This design comes from an exercise in tuning for small area, a short achievable clock period and few clock cycles on the open sky130 flow, not from production work. In this exercise RTL edits were held to simulation tests only and were not proved equivalent to the original. Power figures rest on the tool's default switching activity, not on a simulated workload.

### config.mk
export PLATFORM = sky130hd
export DESIGN_NAME = pin_mapper
export DESIGN_NICKNAME = pin_mapper
export VERILOG_FILES = /design/flow/design.v
export SDC_FILE = /design/flow/constraint.sdc
export NUM_CORES = 4
export LEC_CHECK = 0
export ABC_AREA = 1
export CAP_MARGIN = 20
export CORE_MARGIN = 2
export CORE_UTILIZATION = 25
export PLACE_DENSITY = 0.32
export SETUP_SLACK_MARGIN = 5
export SLEW_MARGIN = 20
### constraint.sdc
create_clock -name core_clock -period 10.0 [get_ports {clk}]
set_input_delay 2.0000 -clock core_clock [delete_from_list [all_inputs] [get_ports {clk}]]
set_output_delay 2.0000 -clock core_clock [all_outputs]
set_load 0.01 [all_outputs]
### design.v
module pin_mapper (
    input  wire         clk,
    input  wire         rst,
    input  wire         cfg_we,
    input  wire [7:0]   cfg_vpin,     
    input  wire         cfg_valid,
    input  wire [1:0]   cfg_slot,
    input  wire [5:0]   cfg_local,    
    input  wire [3:0]   bound,
    input  wire         cmd_valid,
    output wire         cmd_ready,
    input  wire [7:0]   cmd_op,
    input  wire [159:0] cmd_data,
    output reg          rsp_valid,
    output reg  [7:0]   rsp_status,
    output reg  [159:0] rsp_data,
    output reg  [15:0]  rsp_err_pin,
    output reg  [7:0]   rsp_err_slot
);
    localparam NP = 160;
    localparam OP_RESOLVE       = 8'h01;
    localparam OP_PINS_FOR_SLOT = 8'h02;
    localparam OP_FAN_OUT       = 8'h03;
    localparam OP_AGGREGATE     = 8'h04;
    localparam ST_OK            = 8'h00;
    localparam ST_UNMAPPED      = 8'h03;
    localparam ST_UNBOUND       = 8'h04;
    localparam ST_ILLEGAL       = 8'h07;
    genvar p, o, b, k, a, s, l;
    reg [NP-1:0]   e_map;
    reg [2*NP-1:0] e_slot;
    reg [6*NP-1:0] e_loc;
    reg [NP-1:0]   i_v;
    reg [2*NP-1:0] i_s;
    reg [6*NP-1:0] i_n;
    wire       cfg_in_range = (cfg_vpin >= 8'd1) && (cfg_vpin <= 8'd160);
    wire       cfg_local_ok = (cfg_local >= 6'd1) && (cfg_local <= 6'd40);
    wire       cfg_hit      = cfg_we && cfg_in_range;
    wire       cfg_map      = cfg_valid && cfg_local_ok;
    wire [1:0] cfg_ps = (cfg_vpin > 8'd120) ? 2'd3 :
                        (cfg_vpin > 8'd80)  ? 2'd2 :
                        (cfg_vpin > 8'd40)  ? 2'd1 : 2'd0;
    wire [7:0] cfg_pn8 = cfg_vpin - {cfg_ps, 5'd0} - {cfg_ps, 3'd0};
    wire [5:0] cfg_pn  = cfg_pn8[5:0];
    wire [NP-1:0] wsel;
    generate
        for (p = 0; p < NP; p = p + 1) begin : g_wsel
            assign wsel[p] = cfg_hit && (cfg_vpin == p + 1);
        end
    endgenerate
    wire old_map = |(wsel & e_map);
    generate
        for (p = 0; p < NP; p = p + 1) begin : g_fwd
            always @(posedge clk) begin
                if (rst) begin
                    e_map[p] <= 1'b0;
                end else if (wsel[p]) begin
                    e_map[p] <= cfg_map;
                end
                if (wsel[p]) begin
                    e_slot[2*p +: 2] <= cfg_slot;
                    e_loc[6*p +: 6]  <= cfg_local;
                end
            end
        end
    endgenerate
    reg       rb_busy;
    reg       rb_rd;
    reg [1:0] rb_s;
    reg [5:0] rb_n;
    reg       sc_en;
    reg [1:0] sc_fs, sc_ps;
    reg [5:0] sc_fl, sc_pn;
    wire [15:0] v    = cmd_data[15:0];
    wire        v_in = (v[15:8] == 8'd0) && (v[7:0] >= 8'd1) && (v[7:0] <= 8'd160);
    wire [NP-1:0] rsel;
    wire [NP-1:0] c_slot0, c_slot1;
    wire [NP-1:0] c_loc [0:5];
    generate
        for (p = 0; p < NP; p = p + 1) begin : g_rsel
            assign rsel[p] = rb_rd ? ((rb_s == p / 40) && (rb_n == p % 40 + 1))
                                   : (v[7:0] == p + 1);
            assign c_slot0[p] = e_slot[2*p];
            assign c_slot1[p] = e_slot[2*p+1];
        end
        for (k = 0; k < 6; k = k + 1) begin : g_cloc
            for (p = 0; p < NP; p = p + 1) begin : g_p
                assign c_loc[k][p] = e_loc[6*p+k];
            end
        end
    endgenerate
    wire        r_map  = |(rsel & e_map);
    wire [1:0]  r_slot = {|(rsel & c_slot1), |(rsel & c_slot0)};
    wire [5:0]  r_loc  = {|(rsel & c_loc[5]), |(rsel & c_loc[4]), |(rsel & c_loc[3]),
                          |(rsel & c_loc[2]), |(rsel & c_loc[1]), |(rsel & c_loc[0])};
    wire        r_ok   = v_in && r_map;
    wire       rb_start = cfg_hit && (old_map || rb_busy);
    wire       rb_last  = (rb_s == 2'd3) && (rb_n == 6'd40);
    always @(posedge clk) begin
        if (rst) begin
            rb_busy <= 1'b0;
            rb_rd   <= 1'b0;
            sc_en   <= 1'b0;
        end else if (rb_start) begin
            rb_busy <= 1'b1;
            rb_rd   <= 1'b1;
            rb_s    <= 2'd0;
            rb_n    <= 6'd1;
            sc_en   <= 1'b0;
        end else begin
            sc_en <= rb_rd && r_map;
            sc_fs <= r_slot;
            sc_fl <= r_loc;
            sc_ps <= rb_s;
            sc_pn <= rb_n;
            if (rb_rd) begin
                if (rb_last) rb_rd <= 1'b0;
                if (rb_n == 6'd40) begin
                    rb_n <= 6'd1;
                    rb_s <= rb_s + 2'd1;
                end else begin
                    rb_n <= rb_n + 6'd1;
                end
            end else begin
                rb_busy <= 1'b0;
            end
        end
    end
    wire       iw_en = rb_busy ? sc_en : (cfg_hit && cfg_map);
    wire [1:0] iw_fs = rb_busy ? sc_fs : cfg_slot;
    wire [5:0] iw_fl = rb_busy ? sc_fl : cfg_local;
    wire [1:0] iw_ps = rb_busy ? sc_ps : cfg_ps;
    wire [5:0] iw_pn = rb_busy ? sc_pn : cfg_pn;
    generate
        for (p = 0; p < NP; p = p + 1) begin : g_inv
            wire hit = iw_en && (iw_fs == p / 40) && (iw_fl == p % 40 + 1);
            always @(posedge clk) begin
                if (rst || rb_start) begin
                    i_v[p] <= 1'b0;
                end else if (hit) begin
                    i_v[p] <= 1'b1;
                end
                if (hit) begin
                    i_s[2*p +: 2] <= iw_ps;
                    i_n[6*p +: 6] <= iw_pn;
                end
            end
        end
    endgenerate
    wire [191:0] xs;
    generate
        for (s = 0; s < 4; s = s + 1) begin : g_xs
            for (l = 0; l < 48; l = l + 1) begin : g_xl
                if (l >= 1 && l <= 40) begin : g_on
                    assign xs[48*s + l] = cmd_data[40*s + l - 1];
                end else begin : g_off
                    assign xs[48*s + l] = 1'b0;
                end
            end
        end
    endgenerate
    wire          mode_agg = cmd_op[2];    
    wire [NP-1:0] m = cmd_data;
    wire [NP-1:0] good;                
    wire [NP-1:0] bad;                 
    wire [NP-1:0] pf;                  
    wire [NP-1:0] gat;                 
    generate
        for (p = 0; p < NP; p = p + 1) begin : g_dec
            wire [1:0] sl = e_slot[2*p +: 2];
            wire [1:0] xsl = mode_agg ? sl : i_s[2*p +: 2];
            wire [5:0] xl  = mode_agg ? e_loc[6*p +: 6] : i_n[6*p +: 6];
            wire [3:0] ds = 4'b1 << xsl;
            wire [5:0] da = 6'b1 << xl[5:3];
            wire [7:0] db = 8'b1 << xl[2:0];
            wire [23:0] z;    
            wire [3:0]  w;    
            for (o = 0; o < 24; o = o + 1) begin : g_o
                assign z[o] = |(db & xs[8*o +: 8]);
            end
            for (s = 0; s < 4; s = s + 1) begin : g_w
                assign w[s] = |(da & z[6*s +: 6]);
            end
            assign gat[p]  = |(ds & w);
            assign good[p] = e_map[p] & bound[sl];
            assign bad[p]  = m[p] & ~good[p];
            assign pf[p]   = e_map[p] & (sl == cmd_data[1:0]);
        end
    endgenerate
    wire [255:0] t0_any;
    wire [255:0] t0_unm;
    wire [511:0] t0_slot;
    generate
        for (k = 0; k < 256; k = k + 1) begin : g_leaf
            if (k >= 1 && k <= NP) begin : g_on
                assign t0_any[k]         = bad[k-1];
                assign t0_unm[k]         = ~e_map[k-1];
                assign t0_slot[2*k +: 2] = e_slot[2*(k-1) +: 2];
            end else begin : g_off
                assign t0_any[k]         = 1'b0;
                assign t0_unm[k]         = 1'b0;
                assign t0_slot[2*k +: 2] = 2'd0;
            end
        end
    endgenerate
    wire [63:0]  t1_any, t1_unm;
    wire [127:0] t1_slot, t1_idx;
    wire [15:0]  t2_any, t2_unm;
    wire [31:0]  t2_slot;
    wire [63:0]  t2_idx;
    wire [3:0]   t3_any, t3_unm;
    wire [7:0]   t3_slot;
    wire [23:0]  t3_idx;
    wire         t4_any, t4_unm;
    wire [1:0]   t4_slot;
    wire [7:0]   t4_idx;
    generate
        for (k = 0; k < 64; k = k + 1) begin : g_l1
            wire [3:0] ca = t0_any[4*k +: 4];
            wire [3:0] sel = {ca[3] & ~ca[2] & ~ca[1] & ~ca[0], ca[2] & ~ca[1] & ~ca[0], ca[1] & ~ca[0], ca[0]};
            assign t1_any[k] = |ca;
            assign t1_unm[k] = |(sel & t0_unm[4*k +: 4]);
            assign t1_slot[2*k +: 2] = ({2{sel[0]}} & t0_slot[8*k +: 2]) | ({2{sel[1]}} & t0_slot[8*k+2 +: 2])
                                     | ({2{sel[2]}} & t0_slot[8*k+4 +: 2]) | ({2{sel[3]}} & t0_slot[8*k+6 +: 2]);
            assign t1_idx[2*k +: 2] = {sel[3] | sel[2], sel[3] | sel[1]};
        end
        for (k = 0; k < 16; k = k + 1) begin : g_l2
            wire [3:0] ca = t1_any[4*k +: 4];
            wire [3:0] sel = {ca[3] & ~ca[2] & ~ca[1] & ~ca[0], ca[2] & ~ca[1] & ~ca[0], ca[1] & ~ca[0], ca[0]};
            assign t2_any[k] = |ca;
            assign t2_unm[k] = |(sel & t1_unm[4*k +: 4]);
            assign t2_slot[2*k +: 2] = ({2{sel[0]}} & t1_slot[8*k +: 2]) | ({2{sel[1]}} & t1_slot[8*k+2 +: 2])
                                     | ({2{sel[2]}} & t1_slot[8*k+4 +: 2]) | ({2{sel[3]}} & t1_slot[8*k+6 +: 2]);
            assign t2_idx[4*k +: 4] = {sel[3] | sel[2], sel[3] | sel[1],
                                       ({2{sel[0]}} & t1_idx[8*k +: 2]) | ({2{sel[1]}} & t1_idx[8*k+2 +: 2])
                                     | ({2{sel[2]}} & t1_idx[8*k+4 +: 2]) | ({2{sel[3]}} & t1_idx[8*k+6 +: 2])};
        end
        for (k = 0; k < 4; k = k + 1) begin : g_l3
            wire [3:0] ca = t2_any[4*k +: 4];
            wire [3:0] sel = {ca[3] & ~ca[2] & ~ca[1] & ~ca[0], ca[2] & ~ca[1] & ~ca[0], ca[1] & ~ca[0], ca[0]};
            assign t3_any[k] = |ca;
            assign t3_unm[k] = |(sel & t2_unm[4*k +: 4]);
            assign t3_slot[2*k +: 2] = ({2{sel[0]}} & t2_slot[8*k +: 2]) | ({2{sel[1]}} & t2_slot[8*k+2 +: 2])
                                     | ({2{sel[2]}} & t2_slot[8*k+4 +: 2]) | ({2{sel[3]}} & t2_slot[8*k+6 +: 2]);
            assign t3_idx[6*k +: 6] = {sel[3] | sel[2], sel[3] | sel[1],
                                       ({4{sel[0]}} & t2_idx[16*k +: 4]) | ({4{sel[1]}} & t2_idx[16*k+4 +: 4])
                                     | ({4{sel[2]}} & t2_idx[16*k+8 +: 4]) | ({4{sel[3]}} & t2_idx[16*k+12 +: 4])};
        end
    endgenerate
    wire [3:0] ca4  = t3_any;
    wire [3:0] sel4 = {ca4[3] & ~ca4[2] & ~ca4[1] & ~ca4[0], ca4[2] & ~ca4[1] & ~ca4[0], ca4[1] & ~ca4[0], ca4[0]};
    assign t4_any  = |ca4;
    assign t4_unm  = |(sel4 & t3_unm);
    assign t4_slot = ({2{sel4[0]}} & t3_slot[1:0]) | ({2{sel4[1]}} & t3_slot[3:2])
                   | ({2{sel4[2]}} & t3_slot[5:4]) | ({2{sel4[3]}} & t3_slot[7:6]);
    assign t4_idx  = {sel4[3] | sel4[2], sel4[3] | sel4[1],
                      ({6{sel4[0]}} & t3_idx[5:0]) | ({6{sel4[1]}} & t3_idx[11:6])
                    | ({6{sel4[2]}} & t3_idx[17:12]) | ({6{sel4[3]}} & t3_idx[23:18])};
    wire       any_bad = t4_any;
    wire [7:0] fe_pin  = t4_idx;
    wire [1:0] fe_slot = t4_slot;
    wire       fe_unm  = t4_unm;
    wire is_res  = (cmd_op == OP_RESOLVE);
    wire is_pfs  = (cmd_op == OP_PINS_FOR_SLOT);
    wire is_fan  = (cmd_op == OP_FAN_OUT);
    wire is_agg  = (cmd_op == OP_AGGREGATE);
    wire pfs_ok  = (cmd_data[7:2] == 6'd0);
    assign cmd_ready = !rb_busy;
    always @(posedge clk) begin
        rsp_valid <= cmd_valid && !rb_busy && !rst;
        rsp_data  <= ({NP{is_fan}} & i_v & gat)
                   | ({NP{is_agg}} & good & gat)
                   | ({NP{is_pfs}} & pf)
                   | ({NP{is_res}} & {144'd0, 2'b00, r_loc, 6'd0, r_slot});
        if (is_res) begin
            rsp_status   <= r_ok ? ST_OK : ST_UNMAPPED;
            rsp_err_pin  <= v;
            rsp_err_slot <= 8'hFF;
        end else if (is_pfs) begin
            rsp_status   <= pfs_ok ? ST_OK : ST_ILLEGAL;
            rsp_err_pin  <= 16'd0;
            rsp_err_slot <= 8'hFF;
        end else if (is_fan) begin
            rsp_status   <= !any_bad ? ST_OK : (fe_unm ? ST_UNMAPPED : ST_UNBOUND);
            rsp_err_pin  <= {8'd0, fe_pin};
            rsp_err_slot <= fe_unm ? 8'hFF : {6'd0, fe_slot};
        end else if (is_agg) begin
            rsp_status   <= ST_OK;
            rsp_err_pin  <= 16'd0;
            rsp_err_slot <= 8'hFF;
        end else begin
            rsp_status   <= ST_ILLEGAL;
            rsp_err_pin  <= 16'd0;
            rsp_err_slot <= 8'hFF;
        end
    end
endmodule
### run.sh
#!/bin/bash
# synth_recipe.tcl (not shown) runs the flow's synth.tcl, then flattens the netlist and writes it again
# the make line also repeats each setting of config.mk as NAME=value (left out here)
make -C /OpenROAD-flow-scripts/flow DESIGN_CONFIG=/design/flow/config.mk WORK_HOME=/design/flow/orfs CLKGATE_MAP_FILE= SYNTH_SCRIPT=/design/flow/synth_recipe.tcl finish
==> impl_metrics.ini <==
[run_status]
haltStage = 5_1_grt
status = stopped before the end
firstError = [ERROR GRT-0116] Global routing finished with congestion. Check the congestion regions in the DRC Viewer.

[global_route]
grt_pass1_vias = 516000
grtUsageTotal_pct = 85.1
gr-total-overflow = 14
grt_start_max_net_pins = 101
grt_pass1_wl_um = 6890000

[cts]
clkSinkCount = 3089
cts_root_buffer = clkbuf_16
cts_buffer_depth = 5
cts.htree.levels = 5
tritoncts.num_buffers = 442
cts_hold_buf = 0

[placement]
dpl_cell_area_um2 = 353000
portBuffers = 381
gp_congestion = 1.28
hpwlAfterDp_um = 3770000
numPlacedInstances = 61900

[synthesis]
ys_ff_latch = 3089
synth_top_area_share_pct = 24.9
ys_types = 70
synth_cells = 46500
ys.warnings.count = 1
postSynth.asyncResetShare_pct = 0
yosys-top-cells-area = edfxtp_1 25%, o22ai_1 19%, nand2_1 12%
synth_ff_type = edfxtp_1
synth-edff-count = 2584
syn_area_per_cell_um2 = 6.70
syn_area_um2 = 312000
yosysMostFrequentCell = o22ai_1
yosysSeqAreaShare_pct = 28.1
yosysTopAreaCell = edfxtp_1
synth_common_cells = 9637 x o22ai_1, 9554 x nand2_1, 4517 x clkbuf_1

[floorplan]
io_pins = 387
die_x_um = 1120
placementRows = 410
initial_core_util_pct = 25.0
die_h_um = 1120
## worst max path at each step
| stage | startpoint | to | slack [ns] | depth (start not counted) |
|---|---|---|---|---|
| detailed placement | cfg_vpin[0] | sc_fl[2] | 1.09 | 23 |
| CTS | cmd_op[2] | rsp_data[145] | 4.76 | 18 |
| global placement | cmd_data[0] | sc_fl[2] | -1.01 | 17 |
| floorplan | cfg_vpin[1] | i_n[101] | 4.55 | 13 |
## power by group through the flow
stage	sequential [uW]	combinational, uW	clock, uW
after CTS	14100	16300	17700
after detailed placement	14400	15700	0
after global placement	14400	15900	0
after floorplan	14400	5170	0
## logic make-up after synthesis
| kind of cell | after synthesis | share of synthesized area (%) |
|---|---|---|
| xor gates and xnor gates | 21 | 0.0590 |
| AOI/OAI and AO/OA | 18300 | 39.3 |
| DFF | 3089 | 28.1 |
| buffers and inverters | 9105 | 11.1 |
| and+or+nand+nor | 15800 | 21.0 |
| muxes | 113 | 0.363 |
| other | 1 | 0.00120 |
| adders and majority gates | 16 | 0.0642 |
## timing repair
item | in CTS
pin swaps | 143
gates cloned | 49
resized for setup | 2825
setup endpoints to repair | 1890
buffers inserted | 346
## per-layer routing
| layer | global-route usage [%] | GRT overflow |
|---|---|---|
| met5 | 66.1 | 0 |
| met4 | 80.2 | 5 |
| met3 | 79.6 | 2 |
| met2 | 92.3 | 6 |
| met1 | 86.2 | 1 |
## through the flow
stage | power [uW] | worst slack [ns] | hold slack (ns)
CTS | 48100 | 4.76 | 0.458
detailed placement | 30100 | 1.09 | 0.448
global placement | 30300 | -1.01 | 0.456
floorplan | 19600 | 4.55 | 0.424
Testbench counts, summed over its fixed seeds: cycles 968.
